Background: an optimization exercise with open tools, aiming at small area, a short achievable clock period and few clock cycles. Do not read the settings as production practice. Only simulation tests tie the RTL to the original design; equivalence was not proved. Power figures rest on the tool's default switching activity, not on a simulated workload.

## config.mk

```make
export PLATFORM = sky130hd
export DESIGN_NAME = axfc_rx
export DESIGN_NICKNAME = axfc_rx
export VERILOG_FILES = /design/flow/design.v
export SDC_FILE = /design/flow/constraint.sdc
export NUM_CORES = 4
export LEC_CHECK = 0
export CAP_MARGIN = 20
export CORE_MARGIN = 2
export CORE_UTILIZATION = 40
export SLEW_MARGIN = 20
export SYNTH_MEMORY_MAX_BITS = 8192
```

## constraint.sdc

```tcl
create_clock -name core_clock -period 12.0 [get_ports {clk}]
set_input_delay 2.4000 -clock core_clock [delete_from_list [all_inputs] [get_ports {clk}]]
set_output_delay 2.4000 -clock core_clock [all_outputs]
set_load 0.01 [all_outputs]
```

## design.v

```verilog
module axfc_rx (
    input  wire       clk,
    input  wire       rst,
    input  wire       op_valid,
    output wire       op_ready,
    input  wire [3:0] op_code,
    input  wire [8:0] op_arg,
    output reg        rsp_valid,
    output reg  [3:0] rsp_status,
    output reg  [8:0] rsp_len,
    output reg  [7:0] rsp_addr,
    output reg  [7:0] rsp_plen,
    output reg  [7:0] rsp_cmd,
    output reg  [7:0] rsp_ck,
    output reg  [7:0] rsp_expected,
    output reg        rsp_ck_ok,
    output reg  [7:0] rsp_data,
    input  wire       t_open,
    input  wire       rx_valid,
    input  wire [7:0] rx_data,
    output wire       rx_ready
);
    localparam [8:0] CAP  = 9'd260;
    localparam [7:0] SYNC = 8'h55;
    localparam [3:0] OP_STAT   = 4'h0,
                     OP_FILL   = 4'h2,
                     OP_DECODE = 4'h3,
                     OP_DROP   = 4'h4,
                     OP_FLUSH  = 4'h5,
                     OP_CFGWR  = 4'h6,
                     OP_PEEK   = 4'h7;
    localparam [3:0] ST_OK         = 4'd0,
                     ST_INCOMPLETE = 4'd1,
                     ST_FRAME      = 4'd2,
                     ST_DESYNC     = 4'd3,
                     ST_CKSUM      = 4'd4,
                     ST_TRANSPORT  = 4'd6,
                     ST_BADDROP    = 4'd10,
                     ST_BADOP      = 4'd11;
    localparam [2:0] S_IDLE = 3'd0,
                     S_FILL = 3'd1,
                     S_SYNC = 3'd2,
                     S_LEN  = 3'd3,
                     S_SCAN = 3'd4,
                     S_SUM  = 3'd5;
    reg [7:0] mem [0:CAP-1];
    reg [8:0] head;
    reg [8:0] count;
    reg       strict;
    reg [2:0] state;
    reg [8:0] idx;        
    reg [8:0] fill_rem;   
    reg [8:0] fill_n;     
    reg [8:0] need;       
    reg [7:0] sum;        
    wire [8:0] rd_off  = (state == S_IDLE) ? op_arg : idx;
    wire [9:0] rd_sum  = {1'b0, head} + {1'b0, rd_off};
    wire [8:0] rd_addr = (rd_sum >= {1'b0, CAP}) ? rd_sum[8:0] - CAP : rd_sum[8:0];
    wire [7:0] rd_byte = mem[rd_addr];
    wire [9:0] wr_sum  = {1'b0, head} + {1'b0, count};
    wire [8:0] wr_addr = (wr_sum >= {1'b0, CAP}) ? wr_sum[8:0] - CAP : wr_sum[8:0];
    wire [9:0] drop_sum  = {1'b0, head} + {1'b0, op_arg};
    wire [8:0] drop_head = (drop_sum >= {1'b0, CAP}) ? drop_sum[8:0] - CAP : drop_sum[8:0];
    wire [8:0] room = CAP - count;
    assign op_ready = (state == S_IDLE);
    assign rx_ready = (state == S_FILL) && (fill_rem != 9'd0);
    wire accept = op_valid && op_ready;
    wire pull   = rx_valid && rx_ready;
    always @(posedge clk) begin
        if (pull)
            mem[wr_addr] <= rx_data;
    end
    always @(posedge clk) begin
        if (rst) begin
            state        <= S_IDLE;
            head         <= 9'd0;
            count        <= 9'd0;
            strict       <= 1'b1;
            idx          <= 9'd0;
            fill_rem     <= 9'd0;
            fill_n       <= 9'd0;
            need         <= 9'd0;
            sum          <= 8'd0;
            rsp_valid    <= 1'b0;
            rsp_status   <= 4'd0;
            rsp_len      <= 9'd0;
            rsp_addr     <= 8'd0;
            rsp_plen     <= 8'd0;
            rsp_cmd      <= 8'd0;
            rsp_ck       <= 8'd0;
            rsp_expected <= 8'd0;
            rsp_ck_ok    <= 1'b0;
            rsp_data     <= 8'd0;
        end else begin
            rsp_valid <= 1'b0;
            case (state)
            S_IDLE: begin
                if (accept) begin
                    case (op_code)
                    OP_STAT: begin
                        rsp_valid  <= 1'b1;
                        rsp_status <= ST_OK;
                        rsp_len    <= count;
                        rsp_data   <= {7'd0, strict};
                    end
                    OP_FILL: begin
                        if (!t_open) begin
                            rsp_valid  <= 1'b1;
                            rsp_status <= ST_TRANSPORT;
                        end else begin
                            fill_rem <= (op_arg < room) ? op_arg : room;
                            fill_n   <= 9'd0;
                            state    <= S_FILL;
                        end
                    end
                    OP_DECODE: begin
                        if (count < 9'd5) begin
                            rsp_valid  <= 1'b1;
                            rsp_status <= ST_INCOMPLETE;
                        end else begin
                            idx   <= 9'd0;
                            state <= S_SYNC;
                        end
                    end
                    OP_DROP: begin
                        rsp_valid <= 1'b1;
                        if (op_arg > count) begin
                            rsp_status <= ST_BADDROP;
                        end else begin
                            rsp_status <= ST_OK;
                            head       <= drop_head;
                            count      <= count - op_arg;
                        end
                    end
                    OP_FLUSH: begin
                        rsp_valid  <= 1'b1;
                        rsp_status <= ST_OK;
                        count      <= 9'd0;
                    end
                    OP_CFGWR: begin
                        rsp_valid  <= 1'b1;
                        rsp_status <= ST_OK;
                        strict     <= op_arg[0];
                    end
                    OP_PEEK: begin
                        rsp_valid <= 1'b1;
                        if (op_arg >= count) begin
                            rsp_status <= ST_BADDROP;
                        end else begin
                            rsp_status <= ST_OK;
                            rsp_data   <= rd_byte;
                        end
                    end
                    default: begin
                        rsp_valid  <= 1'b1;
                        rsp_status <= ST_BADOP;
                    end
                    endcase
                end
            end
            S_FILL: begin
                if (pull) begin
                    count    <= count + 9'd1;
                    fill_rem <= fill_rem - 9'd1;
                    fill_n   <= fill_n + 9'd1;
                end else begin
                    rsp_valid  <= 1'b1;
                    rsp_status <= ST_OK;
                    rsp_len    <= fill_n;
                    state      <= S_IDLE;
                end
            end
            S_SYNC: begin
                if (rd_byte == SYNC) begin
                    idx   <= 9'd2;
                    state <= S_LEN;
                end else begin
                    idx   <= 9'd1;
                    state <= S_SCAN;
                end
            end
            S_SCAN: begin
                if (idx == count || rd_byte == SYNC) begin
                    rsp_valid  <= 1'b1;
                    rsp_status <= ST_DESYNC;
                    rsp_len    <= idx;
                    state      <= S_IDLE;
                end else begin
                    idx <= idx + 9'd1;
                end
            end
            S_LEN: begin
                if (count < 9'd5 + {1'b0, rd_byte}) begin
                    rsp_valid  <= 1'b1;
                    rsp_status <= ST_INCOMPLETE;
                    state      <= S_IDLE;
                end else begin
                    need  <= 9'd5 + {1'b0, rd_byte};
                    sum   <= 8'd0;
                    idx   <= 9'd1;
                    state <= S_SUM;
                end
            end
            S_SUM: begin
                if (idx == need - 9'd1) begin
                    rsp_valid    <= 1'b1;
                    rsp_len      <= need;
                    rsp_ck       <= rd_byte;
                    rsp_expected <= sum;
                    rsp_ck_ok    <= (sum == rd_byte);
                    rsp_plen     <= need[7:0] - 8'd5;
                    if (sum != rd_byte && strict)
                        rsp_status <= ST_CKSUM;
                    else
                        rsp_status <= ST_FRAME;
                    state <= S_IDLE;
                end else begin
                    sum <= sum + rd_byte;
                    if (idx == 9'd1) rsp_addr <= rd_byte;
                    if (idx == 9'd3) rsp_cmd  <= rd_byte;
                    idx <= idx + 9'd1;
                end
            end
            default: state <= S_IDLE;
            endcase
        end
    end
endmodule
```

## run.sh

```bash
#!/bin/bash
# synth_recipe.tcl (not shown) runs the flow's synth.tcl, then flattens the netlist and writes it again
# the make line also repeats each setting of config.mk as NAME=value (left out here)
make -C /OpenROAD-flow-scripts/flow DESIGN_CONFIG=/design/flow/config.mk WORK_HOME=/design/flow/orfs CLKGATE_MAP_FILE= SYNTH_SCRIPT=/design/flow/synth_recipe.tcl finish
```

==> flow_summary.json <==
{
  "outcome": "finished clean",
  "post-cts-setup-buffers": 0,
  "area_growth_syn_to_layout_pct": 12.6,
  "top_level_ports": 91,
  "crit_path_category": "reg -> reg",
  "power_density_over_cell_area_mw_per_mm2": 162,
  "ys_ff_latch": 2209,
  "clkLatencyLatePin_ps": 930,
  "cts_hold_buf": 0,
  "floorplan.die_area_mm2": 0.238,
  "hold_ws_ps": 460,
  "leakage_uw": 0.0331,
  "grt_overflow_total": 0,
  "timing.slew.headroom": 0.226,
  "placement_rows": 177,
  "total_power_uw": 17100,
  "h-tree-depth": 4,
  "drt_pre_antenna_iters": 8,
  "critPathRequiredTime_ps": 12810,
  "largest_net_degree_at_the_start_of_global_routing": 157,
  "syn_area_mm2": 0.0938,
  "clk_root_buffer_cell": "sky130_fd_sc_hd__clkbuf_16",
  "die_h_um": 488,
  "slew_viol_final": 0,
  "fin_ws_ps": 775,
  "setup-violations-final": 0,
  "critPathLaunchType": "flop",
  "tritoncts": "built",
  "synth-seq-area-share": 0.693,
  "drt_initial_violations": 7487,
  "post-route-drc-count": 0,
  "via_count": 54600,
  "yosysWarningCount": 1,
  "tns_ps": 0,
  "cts_made_buffers": 221,
  "postSynthAreaPerCell_um2": 16.8,
  "synth-async-reset-ratio": 0,
  "dominantRegCellSynth": "sky130_fd_sc_hd__edfxtp_1",
  "layout-drive-gt1-share": 0.190,
  "ant_nets": 0,
  "initial_utilization": 0.403,
  "drv.max_cap_violation_count": 0,
  "critical_path_peak_fanout": 31,
  "final.period_utilization": 0.935,
  "vias_per_cell": 6.07,
  "grt_setup_unrepaired": "no",
  "globalRouteMet1Util": 0.344,
  "finalHoldViolations": 0,
  "die_w_um": 488,
  "groute.layer.met2.usage": 0.355,
  "min_path_type": "reg -> reg",
  "globalplace.congestion": 1.03,
  "placeable_core_region_mm2": 0.233,
  "design.final.nets": 5799,
  "numPortBuffers": 90,
  "achievable-frequency_mhz": 89.1,
  "cts-resized-gates": 0,
  "dp_hpwl_um": 189000,
  "transition_at_the_pin_with_the_smallest_max_transition_slack_ps": 1160,
  "totalWireLength_um": 286000,
  "max-clock-path-buffers": 3,
  "max_stage_delay_ps": 780,
  "final.setup_skew_ps": 95.4,
  "routedWlPerCell_um": 31.7,
  "grtUsageMet3": 0.0461,
  "synthesis.instances": 5581,
  "cts.sink_count": 2209,
  "grtUsageTotal": 0.237,
  "vdd.ir_drop.worst_uv": 149,
  "grt_pass1_wl_um": 403000,
  "synth_edf_count": 2080,
  "dpl_worst_slack_ps": 384,
  "cts.reportedPaths.clkPinSlew_ps": 60,
  "synth_cell_types": 107,
  "worstPathArrival_ps": 12040,
  "cp_common_cell": "sky130_fd_sc_hd__ha_1",
  "setup.worst_path.end_class": "flop",
  "crit_path_top_delay_cell": "sky130_fd_sc_hd__dfxtp_1",
  "min_period_ps": 11220,
  "number_of_global_route_vias_before_repair": 52200,
  "synth_fp_nets": 5687,
  "gr-max-usage-layer": "met2",
  "antenna_found_initial": 12
}
power by group:
group	internal, uW	switching [uW]	leakage, uW
combinational	587	1220	0.00993
sequential	8420	4.69	0.0197
clock	3890	2990	0.00348
Yosys cell counts (10+ instances only):
cell type	n	area, um^2
sky130_fd_sc_hd__o21a_1	11	82.6
sky130_fd_sc_hd__a22oi_1	35	263
sky130_fd_sc_hd__nor2_1	491	1840
sky130_fd_sc_hd__and2_1	12	75.1
sky130_fd_sc_hd__a31oi_1	40	250
sky130_fd_sc_hd__o2111a_1	21	236
sky130_fd_sc_hd__nor4_1	27	169
sky130_fd_sc_hd__a211o_1	16	140
sky130_fd_sc_hd__o211ai_1	20	150
sky130_fd_sc_hd__nand4_1	31	194
sky130_fd_sc_hd__nor3_1	63	315
sky130_fd_sc_hd__buf_6	26	293
sky130_fd_sc_hd__buf_1	13	48.8
sky130_fd_sc_hd__a32oi_1	10	87.6
sky130_fd_sc_hd__o311ai_0	10	87.6
sky130_fd_sc_hd__buf_4	51	383
sky130_fd_sc_hd__o21bai_1	12	90.1
sky130_fd_sc_hd__nand3_1	78	390
sky130_fd_sc_hd__mux4_2	523	11800
sky130_fd_sc_hd__a2111oi_0	13	114
sky130_fd_sc_hd__clkbuf_1	192	721
sky130_fd_sc_hd__o2111ai_1	16	140
sky130_fd_sc_hd__o22ai_1	39	244
sky130_fd_sc_hd__edfxtp_1	2080	62500
sky130_fd_sc_hd__inv_1	74	278
sky130_fd_sc_hd__mux2i_1	131	1310
sky130_fd_sc_hd__a311oi_1	19	166
sky130_fd_sc_hd__and3_1	42	263
sky130_fd_sc_hd__dfxtp_1	129	2580
sky130_fd_sc_hd__nor2b_1	14	87.6
sky130_fd_sc_hd__a221oi_1	12	105
sky130_fd_sc_hd__ha_1	75	938
sky130_fd_sc_hd__xnor2_1	45	394
sky130_fd_sc_hd__mux2_2	40	450
sky130_fd_sc_hd__a21o_1	12	90.1
sky130_fd_sc_hd__o221ai_1	17	149
sky130_fd_sc_hd__a211oi_1	93	698
sky130_fd_sc_hd__o21ai_0	126	631
sky130_fd_sc_hd__or3_1	28	175
sky130_fd_sc_hd__o31ai_1	15	113
sky130_fd_sc_hd__nand2b_1	14	87.6
sky130_fd_sc_hd__xor2_1	41	359
sky130_fd_sc_hd__a21oi_1	171	856
sky130_fd_sc_hd__buf_2	75	375
sky130_fd_sc_hd__nand2_1	421	1580
final timing paths:
path	start	slack, ps	depth (start not counted)	to
worst min-delay path	rsp_data[7]$_SDFFE_PP0P_	460	2	rsp_data[7]$_SDFFE_PP0P_
worst max register to register	state[1]$_SDFFE_PP0P_	780	39	sum[2]$_SDFFE_PP0P_
worst max-delay path	state[1]$_SDFFE_PP0P_	780	39	sum[2]$_SDFFE_PP0P_
worst min register to register	rsp_data[7]$_SDFFE_PP0P_	460	2	rsp_data[7]$_SDFFE_PP0P_
critical path, delay by kind of cell (launching register included):
family	cells	cell delay, ps
XOR/XNOR	1	160
AND/OR/NAND/NOR	10	2240
AO/OA/AOI/OAI	16	4750
flip-flops	1	780
adder cells (fa/ha/maj)	4	1190
multiplexers	2	450
buffers and inverters	6	1480
logic make-up (layout without fill, tap and decap cells):
family / Yosys count / count (layout) / synth area share
other: 0 / 2 / 0
XOR/XNOR: 87 / 87 / 0.00832
AO/OA/AOI/OAI: 808 / 808 / 0.0607
adder cells (fa/ha/maj): 80 / 80 / 0.0111
buffers and inverters: 439 / 729 / 0.0233
flip-flops: 2209 / 2209 / 0.693
AND/OR/NAND/NOR: 1262 / 1262 / 0.0587
multiplexers: 696 / 696 / 0.145
layer usage:
layer,part of all wire,wire (um)
met2,0.45,128000
met5,0.000045,13
met1,0.42,119000
met3,0.092,26300
met4,0.042,12100
state kept, by name (all words and copies together) (netlist names), 9 cells and up:
name / cells
count: 9
fill_rem: 9
need: 9
idx: 9
fill_n: 9
mem: 2080
rsp_len: 9
head: 9
layout make-up:
cell class,instances,area (um^2)
Clock inverter,122,1390
Antenna cell,2,5.00
Timing Repair Buffer,252,2400
Clock buffer,279,5830
Sequential cell,2209,65000
Tap cell,3132,3920
Fill cell,20100,127000
Multi-Input combinational cell,2933,26800
Inverter,76,288
metrics by stage:
stage                     utilization  area [um^2]  cells
after detailed placement        0.422        98400   8602
after floorplan                     -        93800   5581
final                           0.453       106000   9005
after global placement          0.422        98400   8601
after CTS                       0.453       106000   9003
after global routing            0.453       106000   9003
layout by cell type (no fill, tap or decap), types with 41 or more instances in the layout:
master and instances:
sky130_fd_sc_hd__nor2_1 487, sky130_fd_sc_hd__and3_1 41, sky130_fd_sc_hd__a211oi_1 93, sky130_fd_sc_hd__clkbuf_16 223, sky130_fd_sc_hd__a21oi_1 170, sky130_fd_sc_hd__dfxtp_1 129, sky130_fd_sc_hd__mux4_2 523, sky130_fd_sc_hd__nand2_1 421
sky130_fd_sc_hd__edfxtp_1 2080, sky130_fd_sc_hd__clkbuf_1 52, sky130_fd_sc_hd__xnor2_1 45, sky130_fd_sc_hd__inv_1 73, sky130_fd_sc_hd__buf_4 142, sky130_fd_sc_hd__clkdlybuf4s50_1 81, sky130_fd_sc_hd__ha_1 73, sky130_fd_sc_hd__nor3_1 63
sky130_fd_sc_hd__nand3_1 77, sky130_fd_sc_hd__o21ai_0 126, sky130_fd_sc_hd__mux2i_1 131
Testbench counts, summed over its fixed seeds: cycles 322,926.

-- afterwards: timing with drivers on the ports --
How much do the figures lean on ideal ports? The routed layout below was timed once more, with nothing changed but the port constraints. Step 1, drivers: a clkbuf_16 drives clk and a buf_2 each remaining input, both assumed. Step 2 times the ports against the registers' clock, not the clock port: input delays grow and output delays shrink by t, the midpoint of the rising clock arrivals with the driver on. Three values: ideal ports, drivers, drivers and shift; two values: the first two.
t, ns: 0.975
setup WS [ns]: 0.775 / 0.775 / 0.121
worst hold slack (ns): 0.460 / 0.460 / 0.460
worst data-port slew with drivers (ns): 0.04
After both steps this run still meets setup and hold. The setup slack of this run moves by 0.000 ns with the drivers and by -0.654 ns with both steps.
